Background: an optimization exercise with open tools, aiming at small area, a short achievable clock period and few clock cycles. Do not read the settings as production practice.
In this exercise RTL edits were held to simulation tests only and were not proved equivalent to the original.
Power figures rest on the tool's default switching activity, not on a simulated workload.

`flow/config.mk`:
```
export PLATFORM = sky130hd
export DESIGN_NAME = rate_matcher_engine
export DESIGN_NICKNAME = rate_matcher_engine
export VERILOG_FILES = /design/flow/design.v
export SDC_FILE = /design/flow/constraint.sdc
export NUM_CORES = 4
export LEC_CHECK = 0
export CAP_MARGIN = 20
export CORE_MARGIN = 2
export CORE_UTILIZATION = 40
export SLEW_MARGIN = 20
```
`flow/constraint.sdc`:
```
create_clock -name core_clock -period 20.0 [get_ports {clk}]
set_input_delay 4.0000 -clock core_clock [delete_from_list [all_inputs] [get_ports {clk}]]
set_output_delay 4.0000 -clock core_clock [all_outputs]
set_load 0.01 [all_outputs]
```
`flow/design.v`:
```
module rate_matcher_engine (
    input  wire         clk,
    input  wire         rst,
    input  wire         cfg_valid,
    output wire         cfg_ready,
    input  wire [46:0]  cfg_data,
    input  wire         in_valid,
    output wire         in_ready,
    input  wire [127:0] in_data,
    input  wire         in_last,
    output wire         out_valid,
    input  wire         out_ready,
    output wire [127:0] out_data,
    output wire         out_last,
    output wire [2:0]   err_code
);
    localparam [1:0] S_AWAIT = 2'd0,
                     S_RECV  = 2'd1,
                     S_EMIT  = 2'd2;
    localparam [1:0] M_FETCH = 2'd0,
                     M_PB    = 2'd1,
                     M_DBL   = 2'd2;
    localparam integer NU = 142;    
    reg  [1:0]   state;
    reg  [3:0]   count;
    reg  [2:0]   err;
    reg  [3:0]   scnt;
    reg  [15:0]  inlen;
    reg  [15:0]  outlen;
    reg  [1:0]   rv;
    reg  [2:0]   nl;
    reg  [3:0]   qm;
    reg  [10:0]  ncb;
    reg          bg1;
    reg          out_full;
    reg  [127:0] out_reg;
    reg          out_last_r;
    assign cfg_ready = !rst && (state == S_AWAIT);
    assign in_ready  = !rst && (state == S_RECV);
    assign out_valid = !rst && (state == S_EMIT) && out_full;
    genvar go_i;
    generate
        for (go_i = 0; go_i < 128; go_i = go_i + 1) begin : g_orev
            assign out_data[127 - go_i] = out_reg[go_i];
        end
    endgenerate
    assign out_last  = out_last_r;
    assign err_code  = rst ? 3'd0 : err;
    wire cfg_xfer = cfg_valid && cfg_ready;
    wire in_xfer  = in_valid && in_ready;
    wire out_xfer = out_valid && out_ready;
    wire [15:0] c_inlen = cfg_data[15:0];
    wire [5:0]  c_nref  = cfg_data[46:41];
    wire [10:0] c_ncb   = (c_nref == 6'd0)          ? c_inlen[10:0] :
                          ({10'd0, c_nref} < c_inlen) ? {5'd0, c_nref} : c_inlen[10:0];
    reg c_bg1;
    always @(*) begin
        case (c_inlen)
            16'd132,  16'd198,  16'd264,  16'd330,  16'd396,  16'd462,
            16'd528,  16'd594,  16'd660,  16'd726,  16'd792,  16'd858,
            16'd924,  16'd990,  16'd1056, 16'd1188, 16'd1320, 16'd1452,
            16'd1584, 16'd1716, 16'd1848, 16'd1980, 16'd2112, 16'd2376,
            16'd2640, 16'd2904, 16'd3168, 16'd3432, 16'd3696, 16'd3960,
            16'd4224, 16'd4752, 16'd5280, 16'd5808, 16'd6336, 16'd6864,
            16'd7392, 16'd7920, 16'd8448, 16'd9504, 16'd10560, 16'd11616,
            16'd12672, 16'd13728, 16'd14784, 16'd15840, 16'd16896,
            16'd19008, 16'd21120, 16'd23232, 16'd25344:
                c_bg1 = 1'b1;
            default:
                c_bg1 = 1'b0;
        endcase
    end
    wire [6:0]  nq        = nl * qm;
    wire        bad_inlen = (inlen == 16'd0);
    wire        short_in  = (inlen > 16'd1408);
    wire        bad_nq    = (nq == 7'd0);
    wire        bad       = bad_inlen || short_in || bad_nq;
    wire [2:0]  bad_code  = bad_inlen ? 3'd2 : (short_in ? 3'd3 : 3'd2);
    wire [6:0]  ncw = bg1 ? 7'd66 : 7'd50;
    reg  [5:0]  kcoef;
    always @(*) begin
        case ({bg1, rv})
            3'b1_00: kcoef = 6'd0;
            3'b1_01: kcoef = 6'd17;
            3'b1_10: kcoef = 6'd33;
            3'b1_11: kcoef = 6'd56;
            3'b0_00: kcoef = 6'd0;
            3'b0_01: kcoef = 6'd13;
            3'b0_10: kcoef = 6'd25;
            default: kcoef = 6'd43;
        endcase
    end
    reg [7:0] dq;
    reg [3:0] dr;
    always @(*) begin
        case (qm)
            4'd1:  begin dq = 8'd128; dr = 4'd0;  end
            4'd2:  begin dq = 8'd64;  dr = 4'd0;  end
            4'd3:  begin dq = 8'd42;  dr = 4'd2;  end
            4'd4:  begin dq = 8'd32;  dr = 4'd0;  end
            4'd5:  begin dq = 8'd25;  dr = 4'd3;  end
            4'd6:  begin dq = 8'd21;  dr = 4'd2;  end
            4'd7:  begin dq = 8'd18;  dr = 4'd2;  end
            4'd8:  begin dq = 8'd16;  dr = 4'd0;  end
            4'd9:  begin dq = 8'd14;  dr = 4'd2;  end
            4'd10: begin dq = 8'd12;  dr = 4'd8;  end
            4'd11: begin dq = 8'd11;  dr = 4'd7;  end
            4'd12: begin dq = 8'd10;  dr = 4'd8;  end
            4'd13: begin dq = 8'd9;   dr = 4'd11; end
            4'd14: begin dq = 8'd9;   dr = 4'd2;  end
            4'd15: begin dq = 8'd8;   dr = 4'd8;  end
            default: begin dq = 8'd0; dr = 4'd0;  end
        endcase
    end
    reg [2:0] nlm;
    always @(*) begin
        nlm = nl;
        if ({8'd0, nlm} >= ncb) nlm = nlm - ncb[2:0];
        if ({8'd0, nlm} >= ncb) nlm = nlm - ncb[2:0];
        if ({8'd0, nlm} >= ncb) nlm = nlm - ncb[2:0];
        if ({8'd0, nlm} >= ncb) nlm = nlm - ncb[2:0];
        if ({8'd0, nlm} >= ncb) nlm = nlm - ncb[2:0];
        if ({8'd0, nlm} >= ncb) nlm = nlm - ncb[2:0];
        if ({8'd0, nlm} >= ncb) nlm = nlm - ncb[2:0];
    end
    function [10:0] madd;
        input [10:0] x;
        input [10:0] y;
        input [10:0] n;
        reg   [11:0] s;
        begin
            s = {1'b0, x} + {1'b0, y};
            madd = (s >= {1'b0, n}) ? (s - {1'b0, n}) : s[10:0];
        end
    endfunction
    reg  [6:0]   qrem;       
    reg  [15:0]  qsh;        
    reg  [10:0]  rr;         
    reg  [6:0]   zr;         
    reg  [4:0]   zc;
    reg  [16:0]  kx;         
    reg  [10:0]  kr;
    reg  [5:0]   kq;
    reg  [10:0]  k0;
    reg  [10:0]  d32r;       
    reg  [10:0]  dqr;        
    reg  [10:0]  r1, r2, r3, r4, r1d32, d64, d96, dq1m;
    reg  [15:0]  e_len;
    function [17:0] qstep;           
        input [6:0]  rem;
        input        nbit;
        input [6:0]  d;
        input [10:0] racc;
        input [2:0]  nlmod;
        input [10:0] n;
        reg   [7:0]  t;
        reg          qb;
        reg   [6:0]  nr;
        reg   [12:0] a;
        begin
            t  = {rem, nbit};
            qb = (t >= {1'b0, d});
            nr = qb ? (t - {1'b0, d}) : t[6:0];
            a  = {1'b0, racc, 1'b0} + (qb ? {10'd0, nlmod} : 13'd0);
            if (a >= {1'b0, n, 1'b0})      a = a - {1'b0, n, 1'b0};
            else if (a >= {2'b00, n})      a = a - {2'b00, n};
            qstep = {nr, a[10:0]};
        end
    endfunction
    wire [17:0] qs1 = qstep(qrem, qsh[15], nq, rr, nlm, ncb);
    wire [17:0] qs2 = qstep(qs1[17:11], qsh[14], nq, qs1[10:0], nlm, ncb);
    function [10:0] rstep1;
        input [10:0] r;
        input        b;
        input [10:0] n;
        reg   [11:0] t;
        begin
            t = {r, b};
            rstep1 = (t >= {1'b0, n}) ? (t - {1'b0, n}) : t[10:0];
        end
    endfunction
    wire [7:0]  zt  = {zr, inlen[4'd5 - scnt]};
    wire [11:0] kt  = {kr, kx[4'd7 - scnt]};
    wire [5:0]  c32 = 6'b100000;
    wire [10:0] r2c = madd(rr, rr, ncb);
    wire [10:0] d64c = madd(d32r, d32r, ncb);
    wire [15:0] e_c  = outlen - {9'd0, qrem};
    wire [16:0] kprod = kcoef * ncb;
    always @(posedge clk) begin
        if (cfg_xfer) begin
            scnt <= 4'd1;
            qrem <= 7'd0;
            qsh  <= cfg_data[31:16];
            rr   <= 11'd0;
            zr   <= {1'b0, cfg_data[10:5]};
            d32r <= 11'd0;
            dqr  <= 11'd0;
        end else if (scnt != 4'd15) begin
            scnt <= scnt + 4'd1;
            if (scnt >= 4'd1 && scnt <= 4'd8) begin
                qrem <= qs2[17:11];
                rr   <= qs2[10:0];
                qsh  <= {qsh[13:0], 2'b00};
                dqr  <= rstep1(dqr, dq[4'd8 - scnt], ncb);
            end
            if (scnt >= 4'd1 && scnt <= 4'd5) begin
                if (zt >= {1'b0, ncw}) begin
                    zr <= zt - {1'b0, ncw};
                    zc[4'd5 - scnt] <= 1'b1;
                end else begin
                    zr <= zt[6:0];
                    zc[4'd5 - scnt] <= 1'b0;
                end
            end
            if (scnt >= 4'd1 && scnt <= 4'd6)
                d32r <= rstep1(d32r, c32[4'd6 - scnt], ncb);
            if (scnt == 4'd1) begin
                kx <= kprod;
                kr <= kprod[16:6];
            end
            if (scnt >= 4'd2 && scnt <= 4'd7) begin
                if (kt >= {1'b0, inlen[10:0]}) begin
                    kr <= kt - {1'b0, inlen[10:0]};
                    kq[4'd7 - scnt] <= 1'b1;
                end else begin
                    kr <= kt[10:0];
                    kq[4'd7 - scnt] <= 1'b0;
                end
            end
            if (scnt == 4'd8)
                k0 <= kq * zc;
            if (scnt == 4'd9) begin
                r1    <= rr;
                r2    <= r2c;
                r3    <= madd(r2c, rr, ncb);
                r4    <= madd(r2c, r2c, ncb);
                r1d32 <= madd(rr, d32r, ncb);
                d64   <= d64c;
                d96   <= madd(d64c, d32r, ncb);
                dq1m  <= madd(dqr, 11'd1, ncb);
                e_len <= e_c;
            end
        end
    end
    wire setup_done = (scnt >= 4'd10);
    reg  [1407:0] mem;
    wire [127:0]  in_rev;
    genvar g;
    generate
        for (g = 0; g < 128; g = g + 1) begin : g_rev
            assign in_rev[g] = in_data[127 - g];
        end
        for (g = 0; g < 11; g = g + 1) begin : g_mem
            always @(posedge clk)
                if (in_xfer && count == g)
                    mem[128*g +: 128] <= in_rev;
        end
    endgenerate
    reg  [63:0]  p0;
    reg  [63:0]  p1;
    wire [4:0]   qx = ncb[10:6];
    wire [5:0]   zz = ncb[5:0];
    reg          d_v;
    reg  [1:0]   d_mode;
    reg  [11:0]  d_a0, d_a1, d_a2, d_a3;
    reg  [1:0]   d_cyc;
    reg          d_final;
    reg  [3:0]   d_c;
    reg          d_last;
    reg  [5:0]   d_thr;
    reg          d_pon;
    wire stall = out_full && !out_xfer;
    wire exec  = d_v && !stall;
    function [31:0] extract;
        input [11:0]   a;
        input          pon;
        input [1407:0] m;
        input [63:0]   pp0;
        input [63:0]   pp1;
        input [4:0]    px;
        reg   [5:0]    q;
        reg   [5:0]    q1;
        reg   [63:0]   u;
        reg   [30:0]   v;
        reg   [94:0]   uv;
        integer        k;
        begin
            q  = a[11:6];
            q1 = q + 6'd1;
            u  = 64'd0;
            v  = 31'd0;
            for (k = 0; k < 22; k = k + 1) begin
                if (q == k && !(pon && q == {1'b0, px}))
                    u = u | m[64*k +: 64];
                if (q1 == k && !(pon && (q1 == {1'b0, px} || q == {1'b0, px})))
                    v = v | m[64*k +: 31];
            end
            if (pon && q == {1'b0, px})
                u = u | pp0;
            if (pon && q1 == {1'b0, px})
                v = v | pp0[30:0];
            if (pon && q == {1'b0, px})
                v = v | pp1[30:0];
            uv = {v, u} >> a[5:0];
            extract = uv[31:0];
        end
    endfunction
    wire [31:0] ex0 = extract(d_a0, d_pon, mem, p0, p1, qx);
    wire [31:0] ex1 = extract(d_a1, d_pon, mem, p0, p1, qx);
    wire [31:0] ex2 = extract(d_a2, d_pon, mem, p0, p1, qx);
    wire [31:0] ex3 = extract(d_a3, d_pon, mem, p0, p1, qx);
    wire [127:0] exw = {ex3, ex2, ex1, ex0};
    reg  [NU-1:0] stg;        
    wire [NU-1:0] dsc;
    wire [NU-1:0] dhit;
    genvar gu, gq;
    generate
        for (gu = 0; gu < NU; gu = gu + 1) begin : g_sc
            wire [15:0] cand;
            wire [15:0] hit;
            assign cand[0] = 1'b0;
            assign hit[0]  = 1'b0;
            for (gq = 1; gq < 16; gq = gq + 1) begin : g_q
                localparam integer J  = gu % gq;
                localparam integer MM = gu / gq;
                localparam integer CH = (gq >= 4) ? J : ((gq == 1) ? (MM / 32) : (2 * J + MM / 32));
                localparam integer EE = CH % 4;
                localparam integer CY = (gq >= 4) ? (J / 4) : (CH / 4);
                localparam integer IX = (gq >= 4) ? MM : (MM % 32);
                localparam integer OK = (IX < 32) && (CY < 4);
                if (OK) begin : g_ok
                    assign cand[gq] = exw[EE * 32 + IX];
                    assign hit[gq]  = (d_cyc == CY);
                end else begin : g_no
                    assign cand[gq] = 1'b0;
                    assign hit[gq]  = 1'b0;
                end
            end
            assign dsc[gu]  = cand[qm];
            assign dhit[gu] = hit[qm];
        end
    endgenerate
    wire [NU-1:0] merged = (dhit & dsc) | (~dhit & stg);
    wire [NU-1:0] shifted = merged >> d_c;
    wire [6:0]   erem = e_len[6:0];
    wire [127:0] tail;
    generate
        for (g = 0; g < 128; g = g + 1) begin : g_tail
            assign tail[g] = !d_last || (erem == 7'd0) || (g < erem);
        end
    endgenerate
    wire [63:0] thr_mask;
    wire [63:0] real_mask;
    generate
        for (g = 0; g < 64; g = g + 1) begin : g_pm
            assign thr_mask[g]  = (g >= d_thr);
            assign real_mask[g] = (g < zz);
        end
    endgenerate
    wire real_load = in_xfer && (count == {1'b0, ncb[10:7]});
    wire [63:0] pw_mask = (exec && (d_mode == M_PB || d_mode == M_DBL)) ? thr_mask : 64'd0;
    wire [63:0] rl_mask = real_load ? (real_mask & ~pw_mask) : 64'd0;
    always @(posedge clk) begin
        p0 <= (pw_mask & exw[63:0]) |
              (rl_mask & (qx[0] ? in_rev[127:64] : in_rev[63:0])) |
              (~pw_mask & ~rl_mask & p0);
        if (exec && d_mode == M_PB)
            p1 <= exw[127:64];
    end
    always @(posedge clk) begin
        if (exec && d_mode == M_FETCH) begin
            if (d_final) begin
                out_reg    <= shifted[127:0] & tail;
                out_last_r <= d_last;
            end else begin
                stg <= merged;
            end
        end
    end
    reg  [10:0]  wa;         
    reg  [10:0]  a0;         
    reg  [3:0]   wc;         
    reg  [1:0]   wcyc;
    reg  [9:0]   wleft;
    reg          active;
    reg          started;
    reg  [1:0]   pstate;
    reg  [6:0]   px2;        
    wire [1:0]  ncyc1 = (qm <= 4'd2) ? 2'd0 : (qm == 4'd3) ? 2'd1 : ((qm - 4'd1) >> 2);
    wire [10:0] off1  = (qm >= 4'd4) ? r1 : d32r;
    wire [10:0] off2  = (qm >= 4'd4) ? r2 : ((qm == 4'd1) ? d64 : r1);
    wire [10:0] off3  = (qm >= 4'd4) ? r3 : ((qm == 4'd1) ? d96 : r1d32);
    wire [10:0] wstp  = (qm >= 4'd4) ? r4 : r2;
    wire [4:0]  cn    = {1'b0, wc} + {1'b0, dr};
    wire        carry = (cn >= {1'b0, qm});
    wire [3:0]  cnext = carry ? (cn[3:0] - qm) : cn[3:0];
    wire [10:0] a0n   = madd(a0, carry ? dq1m : dqr, ncb);
    wire        wfinal = (wcyc == ncyc1);
    wire [3:0]  wq    = (ncb - 11'd1) >> 7;
    wire        go    = setup_done && (pstate == 2'd2) && (count > wq) &&
                        !bad && (e_len != 16'd0) && !started && (state != S_AWAIT);
    wire issue_pb  = (state == S_RECV) && (pstate == 2'd0) && (count >= 4'd2);
    wire issue_dbl = (state != S_AWAIT) && (pstate == 2'd1);
    wire issue_f   = active;
    always @(posedge clk) begin
        if (rst || cfg_xfer) begin
            d_v     <= 1'b0;
            active  <= 1'b0;
            started <= 1'b0;
            pstate  <= 2'd0;
        end else if (!stall) begin
            d_v <= 1'b0;
            if (issue_pb) begin
                d_v    <= 1'b1;
                d_mode <= M_PB;
                d_pon  <= 1'b0;
                d_thr  <= zz;
                d_a0   <= 12'd0  - {6'd0, zz};
                d_a1   <= 12'd32 - {6'd0, zz};
                d_a2   <= 12'd64 - {6'd0, zz};
                d_a3   <= 12'd96 - {6'd0, zz};
                px2    <= {ncb[5:0], 1'b0};
                pstate <= ({ncb, 1'b0} < ncb + 11'd31) && (ncb != 11'd0) ? 2'd1 : 2'd2;
            end else if (issue_dbl) begin
                d_v    <= 1'b1;
                d_mode <= M_DBL;
                d_pon  <= 1'b1;
                d_thr  <= px2[5:0];
                d_a0   <= 12'd0  - {5'd0, px2};
                d_a1   <= 12'd32 - {5'd0, px2};
                d_a2   <= 12'd0;
                d_a3   <= 12'd0;
                px2    <= {px2[5:0], 1'b0};
                if ({4'd0, px2, 1'b0} >= ncb + 11'd31)
                    pstate <= 2'd2;
            end else if (issue_f) begin
                d_v     <= 1'b1;
                d_mode  <= M_FETCH;
                d_pon   <= 1'b1;
                d_a0    <= {1'b0, wa};
                d_a1    <= {1'b0, madd(wa, off1, ncb)};
                d_a2    <= {1'b0, madd(wa, off2, ncb)};
                d_a3    <= {1'b0, madd(wa, off3, ncb)};
                d_cyc   <= wcyc;
                d_final <= wfinal;
                d_c     <= wc;
                d_last  <= (wleft == 10'd1);
                if (wfinal) begin
                    wcyc  <= 2'd0;
                    wc    <= cnext;
                    a0    <= a0n;
                    wa    <= a0n;
                    wleft <= wleft - 10'd1;
                    if (wleft == 10'd1)
                        active <= 1'b0;
                end else begin
                    wcyc <= wcyc + 2'd1;
                    wa   <= madd(wa, wstp, ncb);
                end
            end
            if (go) begin
                active  <= 1'b1;
                started <= 1'b1;
            end
            if (scnt == 4'd9) begin
                wa    <= k0;
                a0    <= k0;
                wc    <= 4'd0;
                wcyc  <= 2'd0;
                wleft <= e_c[15:7] + {9'd0, (e_c[6:0] != 7'd0)};
            end
        end
    end
    always @(posedge clk) begin
        if (rst) begin
            state    <= S_AWAIT;
            count    <= 4'd0;
            err      <= 3'd0;
            out_full <= 1'b0;
        end else begin
            if (exec && d_mode == M_FETCH && d_final)
                out_full <= 1'b1;
            else if (out_xfer)
                out_full <= 1'b0;
            case (state)
                S_AWAIT: begin
                    if (cfg_xfer) begin
                        inlen  <= cfg_data[15:0];
                        outlen <= cfg_data[31:16];
                        rv     <= cfg_data[33:32];
                        nl     <= cfg_data[36:34];
                        qm     <= cfg_data[40:37];
                        ncb    <= c_ncb;
                        bg1    <= c_bg1;
                        err    <= 3'd0;
                        count  <= 4'd0;
                        out_full <= 1'b0;
                        state  <= S_RECV;
                    end
                end
                S_RECV: begin
                    if (in_xfer) begin
                        count <= count + 4'd1;
                        if (count == 4'd10) begin
                            if (bad) begin
                                err   <= bad_code;
                                state <= S_AWAIT;
                            end else if (e_len == 16'd0) begin
                                state <= S_AWAIT;
                            end else begin
                                state <= S_EMIT;
                            end
                        end
                    end
                end
                S_EMIT: begin
                    if (out_xfer && out_last_r)
                        state <= S_AWAIT;
                end
                default: state <= S_AWAIT;
            endcase
        end
    end
endmodule
```
`flow/run.sh`:
```
#!/bin/bash
# synth_recipe.tcl (not shown) runs the flow's synth.tcl, then flattens the netlist and writes it again
# the make line also repeats each setting of config.mk as NAME=value (left out here)
make -C /OpenROAD-flow-scripts/flow DESIGN_CONFIG=/design/flow/config.mk WORK_HOME=/design/flow/orfs CLKGATE_MAP_FILE= SYNTH_SCRIPT=/design/flow/synth_recipe.tcl finish
```
==> results.txt <==
* Chip height at 779 um
* Synth Instances at 29.2k
* Post-synthesis sequential area ratio at 0.266
* Synth Flop Type: edfxtp_1
* Area leader, netlist: edfxtp_1
* Pin count of the biggest net entering global routing at 141
* Number of enable flip-flop cells after synthesis at 2040
* Largest cells by area after synthesis: edfxtp_1, a22oi_1, mux2i_1
* # hold bufs at CTS at 0
* Clk root buf: clkbuf_16
* Syn Nets at 29.9k
* Status: did not finish
* Syn avg cell area at 8.24 um^2
* Failing step: 5_1_grt
* Grt total ovfl at 35.6k
* Clock sink count at 2174
* # H-tree levels at 5
* Asr flop ratio synth at 0
* Longest Clk Path Bufs at 4
* Cell variety after synth at 164
* Initial Util at 0.402
* Post-CTS resize count at 0
* Err: [ERROR GRT-0116] Global routing finished with congestion. Check the congestion regions in the DRC Viewer.
* Vias in the first global route at 379k
* Global-route wire length before repair at 4180000 um
* TritonCTS Buffers at 274
* # rows at 284
* GRT Overall Usage at 1.01
* Dpl ws at 2950 ps
* RePlAce Congestion at 1.59
* Width of the die at 779 um
* Warnings, synthesis at 1
* Syn Std Cell Area at 0.240 mm^2
* Ports at 316
* Post-CTS Setup Bufs at 0
* Dpl hpwl at 2210000 um
* Flops & latches, synth at 2174
* Port-buffer cells at 313
* Share of the synthesized area in the top cell type at 0.255
## cells in the mapped netlist (157+ instances only)
master,count
buf_1,379
a2111oi_0,189
a21o_1,274
inv_1,559
a222oi_1,181
nand4_1,415
a31oi_1,374
buf_2,687
buf_4,262
a22oi_1,1782
mux2_2,253
a211oi_1,530
o2bb2ai_1,157
a221oi_1,454
o32ai_1,173
nor4_1,316
and2_1,241
o221ai_1,246
a221o_1,191
nor2_1,2142
nor3_1,753
xnor2_1,263
ha_1,468
a32oi_1,226
a21oi_1,1694
o31ai_1,208
o211ai_1,440
o22ai_1,781
clkbuf_1,1803
edfxtp_1,2040
mux2i_1,1058
nand3_1,827
a22o_1,534
nand3b_1,192
nand2_1,2507
o21ai_0,1356
nand2b_1,159
and3_1,323
## stage by stage
step,util,power [W],cells,area (um^2)
4_1_cts,0.460,0.0200,37600,275000
3_5_place_dp,0.444,0.0146,37100,266000
3_3_place_gp,0.444,0.0143,37100,265000
2_1_floorplan,-,0.0112,29200,240000
## power groups by stage
stage / Combinational [W] / Clock (W) / Sequential (W)
CTS: 0.00893 / 0.00539 / 0.00569
detailed placement: 0.00877 / 0 / 0.00578
global placement: 0.00849 / 0 / 0.00577
floorplan: 0.00553 / 0 / 0.00569
## layer usage
| layer | GRT overflow | track usage |
|---|---|---|
| met5 | 529 | 0.868 |
| met4 | 6288 | 0.989 |
| met3 | 5389 | 0.959 |
| met2 | 16700 | 1.09 |
| met1 | 6680 | 0.984 |
## worst max path at each step
stage,start,to,slack (ps),cells after the start
after CTS,nl[0]$_DFFE_PP_,rr[6]$_SDFFE_PP0P_,2760,83
after floorplan,ncb[1]$_DFFE_PP_,rr[10]$_SDFFE_PP0P_,3260,82
after detailed placement,nl[0]$_DFFE_PP_,rr[5]$_SDFFE_PP0P_,2950,82
after global placement,nl[0]$_DFFE_PP_,rr[0]$_SDFFE_PP0P_,2050,80
## logic make-up after synthesis
kind of cell | count (synthesis) | share of synthesized area
xor+xnor | 401 | 0.0149
compound gates | 11800 | 0.358
fa+ha+maj | 560 | 0.0320
other cells | 1 | 0.0000156
simple gates | 8950 | 0.187
mux | 1442 | 0.0678
flops | 2174 | 0.266
buf+inv | 3908 | 0.0740
Testbench counts, summed over its fixed seeds: cycles 8,145.
